Background: an optimization exercise with open tools, aiming at small area, a short achievable clock period and few clock cycles per item. Do not read the settings as production practice. Function was not checked in any run shown here: the RTL went through the layout flow alone. Power figures rest on the tool's default switching activity, not on a simulated workload.

===== design/flow/design.v =====
module rpa_ring #(
    parameter L  = 128,
    parameter SW = 128,
    parameter SR = 8
) (
    input              clk,
    input              rst,
    input              clear,       
    input              push,        
    input      [39:0]  push_rec,
    output             wr_ok,       
    input              fetch_req,   
    output             fetch,       
    output     [39:0]  rd_rec
);
    localparam PW  = $clog2(L);
    localparam NW  = L / SW;
    localparam NR  = L / SR;
    localparam LSW = $clog2(SW);
    localparam LSR = $clog2(SR);
    wire [40*L-1:0] slots;
    reg [PW-1:0]   hq;
    reg [PW-1:0]   fp;
    wire empty = (hq == fp);
    assign wr_ok = (hq[LSW-1:0] == 1);
    wire [PW-LSW-1:0] wtap = hq[PW-1:LSW];
    wire rd_ok = (fp[LSR-1:0] == 0);
    assign fetch = fetch_req && rd_ok && !empty && !clear;
    wire [PW-LSR-1:0] rtap = fp[PW-1:LSR];
    reg [39:0] rd;
    integer i;
    always @(*) begin
        rd = 40'd0;
        for (i = 0; i < NR; i = i + 1)
            if (rtap == i) rd = rd | slots[40*(i*SR) +: 40];
    end
    assign rd_rec = rd;
    genvar g;
    generate
        for (g = 0; g < L; g = g + 1) begin : sl
            reg [39:0] q;
            if ((g % SW) == 0) begin : wt
                wire wr = push && (wtap == (g / SW));
                always @(posedge clk)
                    q <= wr ? push_rec : slots[40*((g + 1) % L) +: 40];
            end else begin : nt
                always @(posedge clk)
                    q <= slots[40*((g + 1) % L) +: 40];
            end
            assign slots[40*g +: 40] = q;
        end
    endgenerate
    always @(posedge clk) begin
        if (rst || clear || (empty && !push)) begin
            hq <= 1;
            fp <= 1;
        end else begin
            hq <= hq - 1 + push;
            fp <= fp - 1 + fetch;
        end
    end
endmodule
module rpa_encoder (
    input      [31:0] value,
    input      [7:0]  ts,
    output     [39:0] rec
);
    assign rec = {ts, value[7:0], value[15:8], value[23:16], value[31:24]};
endmodule
module rpa_cmd_gate (
    input        taken,       
    input  [7:0] byte_in,
    output       cmd_start,   
    output       cmd_reset    
);
    assign cmd_start = taken && (byte_in == 8'h53);
    assign cmd_reset = taken && (byte_in == 8'h52);
endmodule
module rpa_pkt #(
    parameter N = 128,     
    parameter B = 5000     
) (
    input             clk,
    input             rst,
    input             p_req_valid,
    output            p_req_ready,
    input      [31:0] p_req_data,
    output reg        p_rsp_valid,
    output reg [2:0]  p_rsp_status,
    input             c_req_valid,
    output            c_req_ready,
    input      [31:0] c_req_data,
    output reg        c_rsp_valid,
    output reg [2:0]  c_rsp_status,
    output reg        tx_enable,
    input             tx_ready,
    output            tx_send,
    output     [7:0]  tx_data,
    input             tx_complete,
    input             rx_avail,
    output            rx_take,
    input      [7:0]  rx_data,
    input      [7:0]  ts_in
);
    localparam BW = (B <= 1) ? 1 : $clog2(B);
    localparam CW = $clog2(N);           
    localparam OPC_INIT   = 4'h1;
    localparam OPC_STORE  = 4'h2;
    localparam OPC_FLUSH1 = 4'h3;
    localparam OPC_FLUSHB = 4'h4;
    localparam ST_OK       = 3'd0;
    localparam ST_NOT_INIT = 3'd1;
    localparam ST_DISABLED = 3'd2;
    localparam ST_FULL     = 3'd3;
    localparam ST_EMPTY    = 3'd4;
    localparam ST_TIMEOUT  = 3'd5;
    localparam P_IDLE  = 2'd0;
    localparam P_POLL  = 2'd1;
    localparam P_PUSH  = 2'd2;
    localparam P_DRAIN = 2'd3;
    localparam C_IDLE  = 3'd0;
    localparam C_POLL1 = 3'd1;    
    localparam C_CHK   = 3'd2;    
    localparam C_LOOP  = 3'd3;    
    localparam C_SEND  = 3'd4;    
    localparam C_CMPL  = 3'd5;    
    reg          init;
    reg          gate;
    reg [1:0]    wc;
    reg [CW-1:0] used;            
    reg [1:0]    p_state;
    reg [15:0]   p_rem;           
    reg          p_kz;            
    reg          p_big;           
    reg [CW-1:0] p_k;             
    reg [2:0]    p_status;
    reg [2:0]    c_state;
    reg          c_mode_buf;      
    reg          c_first;         
    reg [2:0]    idx;             
    reg [BW-1:0] budget;
    reg [39:0]   e0, e1;
    reg          f0, f1;
    reg          cur;
    wire used_z  = (used == {CW{1'b0}});
    wire cur_full = cur ? f1 : f0;
    wire nxt_full = cur ? f0 : f1;
    wire [3:0] p_opc = p_req_data[3:0];
    wire [3:0] c_opc = c_req_data[3:0];
    wire ring_wr_ok;
    assign c_req_ready = (c_state == C_IDLE);
    assign p_req_ready = (p_state == P_IDLE) || (p_state == P_DRAIN) ||
                         ((p_state == P_PUSH) && ring_wr_ok);
    wire p_req_fire = p_req_valid && p_req_ready;
    wire c_req_fire = c_req_valid && c_req_ready;
    wire p_init_req = (p_state == P_IDLE) && p_req_fire && (p_opc == OPC_INIT);
    wire c_init_req = (c_state == C_IDLE) && c_req_fire && (c_opc == OPC_INIT);
    wire do_init    = p_init_req || c_init_req;
    wire [1:0] init_wc = p_init_req ? p_req_data[5:4] : c_req_data[5:4];
    wire loop_top = (c_state == C_LOOP) ||
                    ((c_state == C_CMPL) && tx_complete && c_mode_buf);
    wire c_poll1  = (c_state == C_POLL1) && init && (c_mode_buf || used_z || cur_full);
    wire c_poll   = c_poll1 || (loop_top && !used_z && cur_full);
    wire pop_now  = c_poll && !rx_avail && gate && !used_z &&
                    !((c_state == C_POLL1) && c_mode_buf);
    wire pop_chk  = (c_state == C_CHK) && gate && !used_z && !(c_first && c_mode_buf) && cur_full;
    wire pop      = pop_now || pop_chk;
    wire p_poll   = (p_state == P_POLL) && init && !c_poll;
    assign rx_take = c_poll || p_poll;
    wire taken = rx_take && rx_avail;
    wire cmd_start;
    wire cmd_reset;
    rpa_cmd_gate u_gate (
        .taken     (taken),
        .byte_in   (rx_data),
        .cmd_start (cmd_start),
        .cmd_reset (cmd_reset)
    );
    wire clear = do_init || cmd_reset;
    wire push = (p_state == P_PUSH) && p_req_valid && ring_wr_ok;
    wire [39:0] push_rec;
    rpa_encoder u_enc (
        .value (p_req_data),
        .ts    (ts_in),
        .rec   (push_rec)
    );
    wire        fetch_req = !cur_full || !nxt_full;
    wire        fetch;
    wire [39:0] rd_rec;
    rpa_ring #(.L(N)) u_ring (
        .clk       (clk),
        .rst       (rst),
        .clear     (clear),
        .push      (push),
        .push_rec  (push_rec),
        .wr_ok     (ring_wr_ok),
        .fetch_req (fetch_req),
        .fetch     (fetch),
        .rd_rec    (rd_rec)
    );
    wire sending = (c_state == C_SEND) || pop;
    assign tx_send = tx_ready && sending;
    wire [39:0] ecur = cur ? e1 : e0;
    wire [2:0] idx_tx = (c_state == C_SEND) ? idx : idx_start;
    assign tx_data = ecur[8*idx_tx +: 8];
    wire [2:0] idx_start = (wc == 2'b00) ? 3'd3 : (wc == 2'b01) ? 3'd2 : 3'd0;
    wire last_sent = tx_send && (c_state == C_SEND) && (idx == 3'd4);
    wire timeout   = (c_state == C_SEND) && !tx_ready && (budget == B - 1);
    wire release_cur = last_sent || timeout;
    wire fill_cur = !cur_full;                 
    wire fill1    = fill_cur ? cur : !cur;
    wire keep_cur = (c_state == C_SEND) || pop;
    always @(posedge clk) begin
        if (fetch && fill1 == 1'b0) e0 <= rd_rec;
        if (fetch && fill1 == 1'b1) e1 <= rd_rec;
    end
    always @(posedge clk) begin
        if (rst) begin
            f0  <= 1'b0;
            f1  <= 1'b0;
            cur <= 1'b0;
        end else begin
            if (clear) begin
                if (!(keep_cur && !release_cur && cur == 1'b0)) f0 <= 1'b0;
                if (!(keep_cur && !release_cur && cur == 1'b1)) f1 <= 1'b0;
            end else begin
                if ((release_cur && cur == 1'b0) || (fetch && fill1 == 1'b0))
                    f0 <= fetch && fill1 == 1'b0;
                if ((release_cur && cur == 1'b1) || (fetch && fill1 == 1'b1))
                    f1 <= fetch && fill1 == 1'b1;
            end
            if (release_cur) cur <= !cur;
        end
    end
    always @(posedge clk) begin
        if (rst) begin
            init      <= 1'b0;
            gate      <= 1'b0;
            wc        <= 2'b00;
            tx_enable <= 1'b0;
            used      <= {CW{1'b0}};
        end else begin
            tx_enable <= do_init;
            if (do_init) begin
                init <= 1'b1;
                wc   <= init_wc;
                gate <= 1'b0;
            end else if (cmd_reset) begin
                gate <= 1'b0;
            end else if (cmd_start) begin
                gate <= 1'b1;
            end
            if (clear)
                used <= {CW{1'b0}};
            else
                used <= used + push - pop;
        end
    end
    wire          p_gate_now = cmd_start || (gate && !cmd_reset);
    wire [CW-1:0] used_adm   = used - pop;
    wire [CW:0]   k_sum      = {1'b0, p_k} + {1'b0, used_adm};
    wire          p_fits     = !p_big && !k_sum[CW];
    wire          p_last     = (p_rem == 16'd1);
    always @(posedge clk) begin
        if (rst) begin
            p_state      <= P_IDLE;
            p_rem        <= 16'd0;
            p_kz         <= 1'b0;
            p_big        <= 1'b0;
            p_k          <= {CW{1'b0}};
            p_status     <= ST_OK;
            p_rsp_valid  <= 1'b0;
            p_rsp_status <= ST_OK;
        end else begin
            p_rsp_valid <= 1'b0;
            case (p_state)
                P_IDLE: begin
                    if (p_req_fire) begin
                        if (p_opc == OPC_INIT) begin
                            p_rsp_valid  <= 1'b1;
                            p_rsp_status <= ST_OK;
                        end else if (p_opc == OPC_STORE) begin
                            p_rem   <= p_req_data[23:8];
                            p_kz    <= (p_req_data[23:8] == 16'd0);
                            p_big   <= (p_req_data[23:8+CW] != 0);
                            p_k     <= p_req_data[8+CW-1:8];
                            p_state <= P_POLL;
                        end
                    end
                end
                P_POLL: begin
                    if (!init) begin
                        if (p_kz) begin
                            p_rsp_valid  <= 1'b1;
                            p_rsp_status <= ST_NOT_INIT;
                            p_state      <= P_IDLE;
                        end else begin
                            p_status <= ST_NOT_INIT;
                            p_state  <= P_DRAIN;
                        end
                    end else if (p_poll) begin
                        if (!p_gate_now || !p_fits) begin
                            if (p_kz) begin
                                p_rsp_valid  <= 1'b1;
                                p_rsp_status <= p_gate_now ? ST_FULL : ST_DISABLED;
                                p_state      <= P_IDLE;
                            end else begin
                                p_status <= p_gate_now ? ST_FULL : ST_DISABLED;
                                p_state  <= P_DRAIN;
                            end
                        end else if (p_kz) begin
                            p_rsp_valid  <= 1'b1;
                            p_rsp_status <= ST_OK;
                            p_state      <= P_IDLE;
                        end else begin
                            p_state <= P_PUSH;
                        end
                    end
                end
                P_PUSH: begin
                    if (push) begin
                        p_rem <= p_rem - 16'd1;
                        if (p_last) begin
                            p_rsp_valid  <= 1'b1;
                            p_rsp_status <= ST_OK;
                            p_state      <= P_IDLE;
                        end
                    end
                end
                default: begin  
                    if (p_req_valid) begin
                        p_rem <= p_rem - 16'd1;
                        if (p_last) begin
                            p_rsp_valid  <= 1'b1;
                            p_rsp_status <= p_status;
                            p_state      <= P_IDLE;
                        end
                    end
                end
            endcase
        end
    end
    always @(posedge clk) begin
        if (rst) begin
            c_state      <= C_IDLE;
            c_mode_buf   <= 1'b0;
            c_first      <= 1'b0;
            idx          <= 3'd0;
            budget       <= {BW{1'b0}};
            c_rsp_valid  <= 1'b0;
            c_rsp_status <= ST_OK;
        end else begin
            c_rsp_valid <= 1'b0;
            if (pop || tx_send)
                budget <= {BW{1'b0}};
            else if (c_state == C_SEND && !tx_ready)
                budget <= budget + 1'b1;
            if (tx_send)
                idx <= idx_tx + 3'd1;
            else if (pop)
                idx <= idx_start;
            case (c_state)
                C_IDLE: begin
                    if (c_req_fire) begin
                        if (c_opc == OPC_INIT) begin
                            c_rsp_valid  <= 1'b1;
                            c_rsp_status <= ST_OK;
                        end else if (c_opc == OPC_FLUSH1) begin
                            c_mode_buf <= 1'b0;
                            c_state    <= C_POLL1;
                        end else if (c_opc == OPC_FLUSHB) begin
                            c_mode_buf <= 1'b1;
                            c_state    <= C_POLL1;
                        end
                    end
                end
                C_POLL1: begin
                    if (!init) begin
                        c_rsp_valid  <= 1'b1;
                        c_rsp_status <= ST_NOT_INIT;
                        c_state      <= C_IDLE;
                    end else if (c_poll) begin
                        if (rx_avail) begin
                            c_first <= 1'b1;
                            c_state <= C_CHK;
                        end else if (!gate) begin
                            c_rsp_valid  <= 1'b1;
                            c_rsp_status <= ST_DISABLED;
                            c_state      <= C_IDLE;
                        end else if (used_z) begin
                            c_rsp_valid  <= 1'b1;
                            c_rsp_status <= ST_EMPTY;
                            c_state      <= C_IDLE;
                        end else if (c_mode_buf) begin
                            c_state <= C_LOOP;
                        end else begin
                            c_state <= C_SEND;
                        end
                    end
                end
                C_CHK: begin
                    if (!gate) begin
                        c_rsp_valid  <= 1'b1;
                        c_rsp_status <= ST_DISABLED;
                        c_state      <= C_IDLE;
                    end else if (used_z) begin
                        c_rsp_valid  <= 1'b1;
                        c_rsp_status <= c_first ? ST_EMPTY : ST_OK;
                        c_state      <= C_IDLE;
                    end else if (c_first && c_mode_buf) begin
                        c_state <= C_LOOP;
                    end else if (cur_full) begin
                        c_state <= C_SEND;
                    end
                end
                C_SEND: begin
                    if (last_sent) begin
                        c_state <= C_CMPL;
                    end else if (timeout) begin
                        c_rsp_valid  <= 1'b1;
                        c_rsp_status <= ST_TIMEOUT;
                        c_state      <= C_IDLE;
                    end
                end
                default: begin  
                    if (c_state == C_CMPL && tx_complete && !c_mode_buf) begin
                        c_rsp_valid  <= 1'b1;
                        c_rsp_status <= ST_OK;
                        c_state      <= C_IDLE;
                    end else if (loop_top) begin
                        if (used_z) begin
                            c_rsp_valid  <= 1'b1;
                            c_rsp_status <= ST_OK;
                            c_state      <= C_IDLE;
                        end else if (c_poll) begin
                            c_first <= 1'b0;
                            if (rx_avail) begin
                                c_state <= C_CHK;
                            end else if (!gate) begin
                                c_rsp_valid  <= 1'b1;
                                c_rsp_status <= ST_DISABLED;
                                c_state      <= C_IDLE;
                            end else begin
                                c_state <= C_SEND;
                            end
                        end else begin
                            c_state <= C_LOOP;
                        end
                    end
                end
            endcase
        end
    end
endmodule

===== design/flow/run.sh =====
#!/bin/bash
# synth_recipe.tcl (not shown) runs the flow's synth.tcl, then flattens the netlist and writes it again
# the make line also repeats each setting of config.mk as NAME=value (left out here)
make -C /OpenROAD-flow-scripts/flow DESIGN_CONFIG=/design/flow/config.mk WORK_HOME=/design/flow/orfs CLKGATE_MAP_FILE= SYNTH_SCRIPT=/design/flow/synth_recipe.tcl finish

===== design/flow/config.mk =====
export PLATFORM = sky130hd
export DESIGN_NAME = rpa_pkt
export DESIGN_NICKNAME = rpa_pkt
export VERILOG_FILES = /design/flow/design.v
export SDC_FILE = /design/flow/constraint.sdc
export NUM_CORES = 4
export LEC_CHECK = 0
export CAP_MARGIN = 20
export CORE_MARGIN = 2
export CORE_UTILIZATION = 60
export SLEW_MARGIN = 20
export SYNTH_MEMORY_MAX_BITS = 8192

===== design/flow/constraint.sdc =====
create_clock -name core_clock -period 10.0 [get_ports {clk}]
set_input_delay 2.0000 -clock core_clock [delete_from_list [all_inputs] [get_ports {clk}]]
set_output_delay 2.0000 -clock core_clock [all_outputs]
set_load 0.01 [all_outputs]

==> reports/qor.csv, run 1 <==
stage;metric;value;unit
route;ANT nets after route;0;
sta;final setup violation count;0;
clock_tree;cts hold-fix bufs;0;
clock_tree;Num Clock Sinks;5286;
synthesis;EDFF count, synth;80;
layout;layout cells sized above 1;11.38;%
sta;Slew @ Worst Pin;0.9232;ns
synthesis;Syn Nets;6585;
sta;fin. max-slew vios;0;
run;max cap viols;0;
synthesis;top post-synthesis cells by area;dfxtp_1 (91%), edfxtp_1 (2.1%), a22oi_1 (1.6%), o2111a_1 (0.39%), ha_1 (0.36%);
route;Via Count;45310;
clock_tree;CTS Buf Count;463;
setup_path;crit path max fanout;25;
placement;port buffer count;62;
synthesis;syn avg cell area;17.76;um2
route;post-detailed-route DRC marker count;0;
floorplan;die span in x;441.4;um
placement;post-placement setup slack;3.378;ns
clock_tree;H-Tree Level Count;5;
synthesis;sequential share of the synthesized area;92.90;%
synthesis;Synth Cell Area;114800;um2
floorplan;row count;160;
synthesis;post-synthesis compound-gate area fraction;3.748;%
layout;commonest cells after routing, fill and taps aside;dfxtp_1 (5204), clkbuf_16 (468), a22oi_1 (242);
route;DRT Pass-1 Iters;5;
setup_path;Critical Path RT;8.00;ns
clock_tree;buffer count from post-CTS setup fixing;0;
sta;fmax;149.3;MHz
power;Tot Pwr;40.22;mW
clock_tree;post-cts sizing count;0;
route;detailed-route wire length per cell;18.37;um
synthesis;mux cell area share after synthesis;0.4928;%
synthesis;Seq cells post-synth;5286;
grt;number of global-route vias before repair;45097;
synthesis;YS warnings;3;
floorplan;initial core utilization;60.35;%
placement;placed inst area;118500;um2
sta;Setup TNS;0;ns
route;Initial DRC Count;2425;
layout;Design Area, Final;133800;um2
route;vias per inst;4.629;
setup_path;slowest CP cell;nor3b_2;
clock_tree;Clock Tree Root;clkbuf_16;
sta;shortest period the worst path allows;6.696;ns
min_path;worst hold path class;flip-flop to flip-flop;
placement;gpl congestion;0.7932;
synthesis;main combinational cell family by area after synthesis;compound AO/OA/AOI/OAI gates;
sta;Worst Skew;0.06366;ns
synthesis;area share of and/or/nand/nor cells after synthesis;1.630;%
floorplan;DIE AREA;194800;um2
layout;final net count;7039;
clock_tree;CTS tree;done;
synthesis;Synth top area share;90.81;%
grt;GR Util All Layers;18.49;%
route;Routed WL;179.9;mm
layout;commonest non-fill, non-tap cell in the layout;dfxtp_1;
floorplan;core region area;190200;um2
sta;setup ws final;3.304;ns
sta;final critical-path share of the clock period;66.96;%
synthesis;Post-Synth Adder-Cell Area;0.3772;%
layout;Area growth syn-to-layout;16.61;%
clock_tree;Longest Clk Path Bufs;4;
floorplan;I/O pin total;108;
grt;antenna violations before repair;5;
power;Power Dens Cells;300.5;nW/um2
synthesis;Gate Count Post-Synth;6464;
floorplan;Die Span Y;441.4;um
grt;first-pass GRT wire length;270.4;mm
placement;placed insts;8964;
clock_tree;Worst-path clk slew;0.06;ns
synthesis;Synth area leader;dfxtp_1;
synthesis;post-synthesis async set-or-reset flop share;0;%
synthesis;number of library cell types mapped by synthesis;88;
setup_path;Setup crit start kind;flip-flop;
sta;headroom to the max-slew limit;38.46;%
layout;Layout Cells excl Fill;9788;
placement;post-DP HPWL;94.57;mm
setup_path;max incr delay on CP;0.68;ns
power;IR drop worst, VDD;0.2254;mV
setup_path;Worst EP arrival;4.70;ns
synthesis;XOR/XNOR Fraction of Synth Area;0.3052;%
status;status;no timing/DRC/antenna violations;
setup_path;Crit. End Element;output pin;
power;leakage power;52.96;nW
setup_path;Crit Path Category;flip-flop to output pin;
clock_tree;Clk Latency, worst-skew pair;0.98;ns
synthesis;most common flop cell mapped by yosys;dfxtp_1;
sta;Final Hold Vio Count;0;
grt;grt total ovfl;0;
sta;RSZ-0062 raised after global routing;no;
setup_path;worst-path cell chain;nor3b_2 > nand2_1 > o31a_1 > inv_2 > mux4_2 > a21oi_1 > o21ai_0 > clkdlybuf4s50_1;
grt;largest net degree at the start of global routing;54;
path summary, 6_finish.rpt:
check | to | from | depth (start not counted) | slack, ns
worst max register to register | p_rsp_status[1]$_SDFFE_PP0P_ | used[4]$_SDFF_PP0_ | 19 | 5.24
worst min register to register | u_ring.sl[77].q[19]$_DFF_P_ | u_ring.sl[78].q[19]$_DFF_P_ | 0 | 0.26
worst max-delay path | tx_data[1] | c_state[2]$_SDFFE_PP0P_ | 8 | 3.30
worst min-delay path | u_ring.sl[77].q[19]$_DFF_P_ | u_ring.sl[78].q[19]$_DFF_P_ | 0 | 0.26
cells by family after synthesis:
kind of cell,Yosys count
fa+ha+maj,34
other cells,1
flops,5286
simple gates,349
mux,36
compound gates,561
xor+xnor,40
buf+inv,157
critical path: cells and delay by family, from the launching register on:
kind	cells	cell delay, ns
and+or+nand+nor	2	0.79
muxes	1	0.31
DFF	1	0.67
buffers and inverters	2	1.10
AOI/OAI and AO/OA	3	0.86
power breakdown:
group | internal (mW) | leakage [nW] | switching (mW) | total [mW]
registers | 21.2 | 42.7 | 0.125 | 21.4
clock network | 10.3 | 7.60 | 7.17 | 17.5
logic | 0.381 | 2.63 | 1.03 | 1.41
total | 31.9 | 53.0 | 8.33 | 40.2
metal layers:
| metal | share of wire [%] | GRT usage [%] |
|---|---|---|
| met5 | 0 | 0 |
| met4 | 2.3 | 6.287 |
| met3 | 3.6 | 3.352 |
| met2 | 43 | 27.56 |
| met1 | 51 | 27.43 |
stage by stage:
step	util, %	hold slack (ns)
floorplan	-	0.3096
global placement	62.32	0.3095
detailed placement	62.32	0.3121
CTS	70.37	0.2560
global route	70.37	0.2632
finish	70.37	0.2626
cells in the mapped netlist (9+ instances only):
cell type / count
dfxtp_1: 5206
a22oi_1: 242
nor2_1: 99
clkbuf_1: 92
edfxtp_1: 80
nand2_1: 68
nand4_1: 56
a21oi_1: 49
a22o_1: 45
o21ai_0: 45
a221oi_1: 43
inv_1: 41
o2111a_1: 40
ha_1: 33
nor3_1: 29
xnor2_1: 21
mux2i_1: 19
xor2_1: 19
nand3_1: 18
a31oi_1: 17
mux4_2: 16
buf_2: 14
nand2b_1: 12
nor4_1: 9
flip-flops by register name, summed over array words and instances, names as in the netlist, 3 cells and up:
signal        flops
e0               40
c_rsp_status      3
u_ring.hq         7
p_rem            16
budget           13
u_ring.sl.q    5120
c_state           3
e1               40
idx               3
u_ring.fp         7
p_k               7
used              7
layout make-up:
type | instances | area, um2
repair buffers | 103 | 953.4
flip-flops and latches | 5286 | 106600
well taps | 2511 | 3142
diodes | 2 | 5.005
clock inverters | 149 | 1729
fillers | 12225 | 56350
inverters | 43 | 161.4
clock buffers | 673 | 13580
multi-input cells | 1021 | 7631
==> run 2, diff against run 1 <==
--- a/design/flow/config.mk
+++ b/design/flow/config.mk
@@ -6,7 +6,9 @@
 export NUM_CORES = 4
 export LEC_CHECK = 0
+export ABC_CLOCK_PERIOD_IN_PS = 4000
 export CAP_MARGIN = 20
 export CORE_MARGIN = 2
 export CORE_UTILIZATION = 60
+export SETUP_SLACK_MARGIN = 5
 export SLEW_MARGIN = 20
 export SYNTH_MEMORY_MAX_BITS = 8192
==> run 2 against run 1 <==
Critical path type is now primary input to output pin. Cell area increased by 0.48%. Combinational power increased by 11%. Clock skew increased by 0.019 ns. First-iteration DRC count decreased by 6.4%. Fmax increased by 31%. Still clean on timing, DRC and antenna. Count of clock-buffer cells in the layout decreased by 13. Via count about the same. Total power increased by 0.77%. Cell count increased by 0.25%. Worst hold slack got worse by 0.013 ns. Non-clock buffer count increased by 25. Routed wire length increased by 0.24%.
==> reports/qor.csv, run 2 <==
stage;metric;value;unit
setup_path;Worst EP arrival;3.12;ns
min_path;worst hold path class;flip-flop to flip-flop;
power;Flop pwr share;52.6;%
sta;Final Hold Vio Count;0;
floorplan;row count;160;
layout;n_diodes;0;
setup_path;reg2reg end;p_rsp_status[1]$_SDFFE_PP0P_;
floorplan;Die Span Y;441.4;um
min_path;hold path depth;0;
synthesis;XOR/XNOR Fraction of Synth Area;0.3052;%
synthesis;number of library cell types mapped by synthesis;88;
layout;layout cells sized above 1;12.51;%
clock_tree;Clk Latency, worst-skew pair;0.99;ns
layout;commonest non-fill, non-tap cell in the layout;dfxtp_1;
power;combinational power share;3.8;%
clock_tree;CTS Buf Count;462;
floorplan;DIE AREA;194800;um2
synthesis;syn avg cell area;17.76;um2
route;detailed-route wire length per cell;18.37;um
layout;Regs by FF count;u_ring.sl.q x5120, e0 x40, e1 x40;
synthesis;main combinational cell family by area after synthesis;compound AO/OA/AOI/OAI gates;
grt;grt total ovfl;0;
status;status;no timing/DRC/antenna violations;
floorplan;I/O pin total;108;
setup_path;Crit. End Element;output pin;
route;ANT nets after route;0;
route;vias per inst;4.620;
grt;GR Util All Layers;18.57;%
setup_path;Top Family by Delay on Critical Path;compound AO/OA/AOI/OAI gates;
grt;first-pass GRT wire length;270.9;mm
layout;Layout Cells excl Fill;9812;
synthesis;Synth Cell Area;114800;um2
setup_path;Critical Path RT;8.00;ns
power;Sw Share;20.67;%
placement;post-placement setup slack;3.554;ns
synthesis;top-count cell post-synth;dfxtp_1;
sta;final setup violation count;0;
placement;port buffer count;62;
setup_path;Worst R2R Path Depth;20;
route;DRT Pass-1 Iters;5;
synthesis;Syn Nets;6585;
sta;headroom to the max-slew limit;31.89;%
setup_path;Setup crit start kind;primary input;
clock_tree;Num Clock Sinks;5286;
clock_tree;Longest Clk Path Bufs;4;
setup_path;reg-to-reg slack, setup;5.56;ns
synthesis;post-synthesis compound-gate area fraction;3.748;%
setup_path;crit-path most repeated cell;o21ai_4;
layout;final net count;7065;
synthesis;Synth top area share;90.81;%
clock_tree;cts hold-fix bufs;0;
sta;final critical-path share of the clock period;51.21;%
synthesis;Synth area leader;dfxtp_1;
synthesis;YS warnings;3;
sta;Worst Skew;0.08238;ns
route;Via Count;45332;
sta;RSZ-0062 raised after global routing;yes;
power;Power Dens Cells;301.4;nW/um2
setup_path;worst path buffer plus inverter count;3;
setup_path;max incr delay on CP;0.24;ns
synthesis;EDFF count, synth;80;
power;IR drop worst, VDD;0.1922;mV
sta;Slew @ Worst Pin;1.022;ns
synthesis;post-synthesis async set-or-reset flop share;0;%
synthesis;top post-synthesis cells by area;dfxtp_1 (91%), edfxtp_1 (2.1%), a22oi_1 (1.6%), o2111a_1 (0.39%), ha_1 (0.36%);
layout;fin util;70.71;%
clock_tree;H-Tree Level Count;5;
floorplan;core region area;190200;um2
synthesis;area share of and/or/nand/nor cells after synthesis;1.630;%
synthesis;sequential share of the synthesized area;92.90;%
clock_tree;CTS tree;done;
placement;gpl congestion;0.7797;
power;Tot Pwr;40.53;mW
setup_path;Crit. Startpoint;tx_complete;
layout;commonest cells after routing, fill and taps aside;dfxtp_1 (5201), clkbuf_16 (472), a22oi_1 (242);
sta;Setup TNS;0;ns
power;internal power;32.15;mW
layout;Reg with most FFs;u_ring.sl.q;
min_path;hold path start;u_ring.sl[57].q[20]$_DFF_P_;
synthesis;Gate Count Post-Synth;6464;
placement;post-DP HPWL;96.01;mm
floorplan;die span in x;441.4;um
clock_tree;Worst-path clk slew;0.06;ns
synthesis;mux cell area share after synthesis;0.4928;%
synthesis;Post-Synth Adder-Cell Area;0.3772;%
grt;largest net degree at the start of global routing;54;
route;Routed WL;180.3;mm
route;post-detailed-route DRC marker count;0;
placement;placed insts;8969;
grt;number of global-route vias before repair;45421;
synthesis;synth cell count leaders;dfxtp_1 (5206), a22oi_1 (242), nor2_1 (99), clkbuf_1 (92), edfxtp_1 (80);
layout;Area growth syn-to-layout;17.17;%
sta;fin. max-slew vios;0;
sta;shortest period the worst path allows;5.121;ns
sta;fmax;195.3;MHz
grt;antenna violations before repair;4;
setup_path;Levels on crit path;8;
setup_path;crit path max fanout;2;
synthesis;most common flop cell mapped by yosys;dfxtp_1;
route;Initial DRC Count;2270;
power;sw power;8.376;mW
run;max cap viols;0;
setup_path;Crit Path Category;primary input to output pin;
floorplan;initial core utilization;60.35;%
power;clock power share;43.5;%
min_path;WHS Endpoint;u_ring.sl[56].q[20]$_DFF_P_;
layout;max reg flops;5120;
clock_tree;Clock Tree Root;clkbuf_16;
setup_path;RR Startpoint;used[3]$_SDFF_PP0_;
setup_path;worst-path cell chain;buf_8 > and4b_2 > o21ai_4 > o21ai_4 > a31o_4 > o21ai_4 > inv_2 > buf_6;
synthesis;Seq cells post-synth;5286;
sta;setup ws final;4.879;ns
setup_path;slowest CP cell;a31o_4;
power;leakage power;53.27;nW
run 2: metal layers:
layer	track usage [%]	up-vias	part of all wire, %
li1	-	22247	-
met1	27.47	21975	51
met2	27.48	743	43
met3	3.552	367	3.7
met4	6.633	0	2.7
met5	0	-	0
run 2: worst max-delay path by stage:
stage,slack (ns),end
final,4.88,tx_send
after global routing,4.85,tx_send
after CTS,4.84,tx_send
after detailed placement,3.55,tx_send
after global placement,3.59,tx_send
after floorplan,4.95,tx_send
run 2: power by group through the flow:
stage	Combinational, mW	Sequential, mW	Clock, mW
after floorplan	0.704	21.7	0
after global placement	1.43	21.8	0
after detailed placement	1.43	21.8	0
after CTS	1.53	21.3	18.0
after global routing	1.62	21.3	18.9
final	1.56	21.3	17.6
run 2: area by class of cell:
type | instances | area [um2]
flip-flops and latches | 5286 | 106600
fillers | 12276 | 55710
clock buffers | 660 | 13630
multi-input cells | 1021 | 7833
well taps | 2511 | 3142
clock inverters | 161 | 1909
repair buffers | 128 | 1112
inverters | 43 | 187.7
repair inverters | 2 | 20.02
run 2: logic make-up after synthesis:
| group | Yosys count |
|---|---|
| DFF | 5286 |
| muxes | 36 |
| AOI/OAI and AO/OA | 561 |
| xor gates and xnor gates | 40 |
| other | 1 |
| buffers and inverters | 157 |
| adders and majority gates | 34 |
| and+or+nand+nor | 349 |
run 2: timing repair:
item                                   4_1_cts  5_1_grt
setup endpoints to repair                   13       10
setup buffers                               19        1
endpoints found under the hold margin        0        0
pin swaps                                   10       12
resized for setup                           94       37
gates cloned                                 2        0
run 2: through the flow:
stage / hold slack [ns] / cell area [um2]
3_3_place_gp: 0.3097 / 118500
3_5_place_dp: 0.3121 / 118500
5_1_grt: 0.2533 / 134500
6_report: 0.2498 / 134500
4_1_cts: 0.2433 / 134400
2_1_floorplan: 0.3096 / 114800

afterwards: timing with drivers on the ports:
The flow's constraints put no driver on any port. The routed layouts listed below were extracted and timed again, unchanged, in two steps.
Step 1, drivers: a clkbuf_16 drives clk and a buf_2 each remaining input, both assumed.
Step 2 moves the port delays by t, midway between the first and last clock arrival at a register: inputs arrive t later, outputs are due t later. That takes back most of the time a late clock gives input paths.
a / b / c = ideal / step 1 / step 2; a / b = the first two.
| run | t, ns | slack for setup (ns) | worst hold slack (ns) |
|---|---|---|---|
| run 1 | 1.034 | 3.304 / 3.215 / 3.304 | 0.263 / 0.263 / 0.263 |
| run 2 | 1.030 | 4.879 / 4.841 / 4.492 | 0.250 / 0.250 / 0.250 |
After both steps setup and hold are still met in every run listed. The setup slack of run 2, which loses most, moves by -0.038 ns with the drivers and by -0.387 ns with both steps.
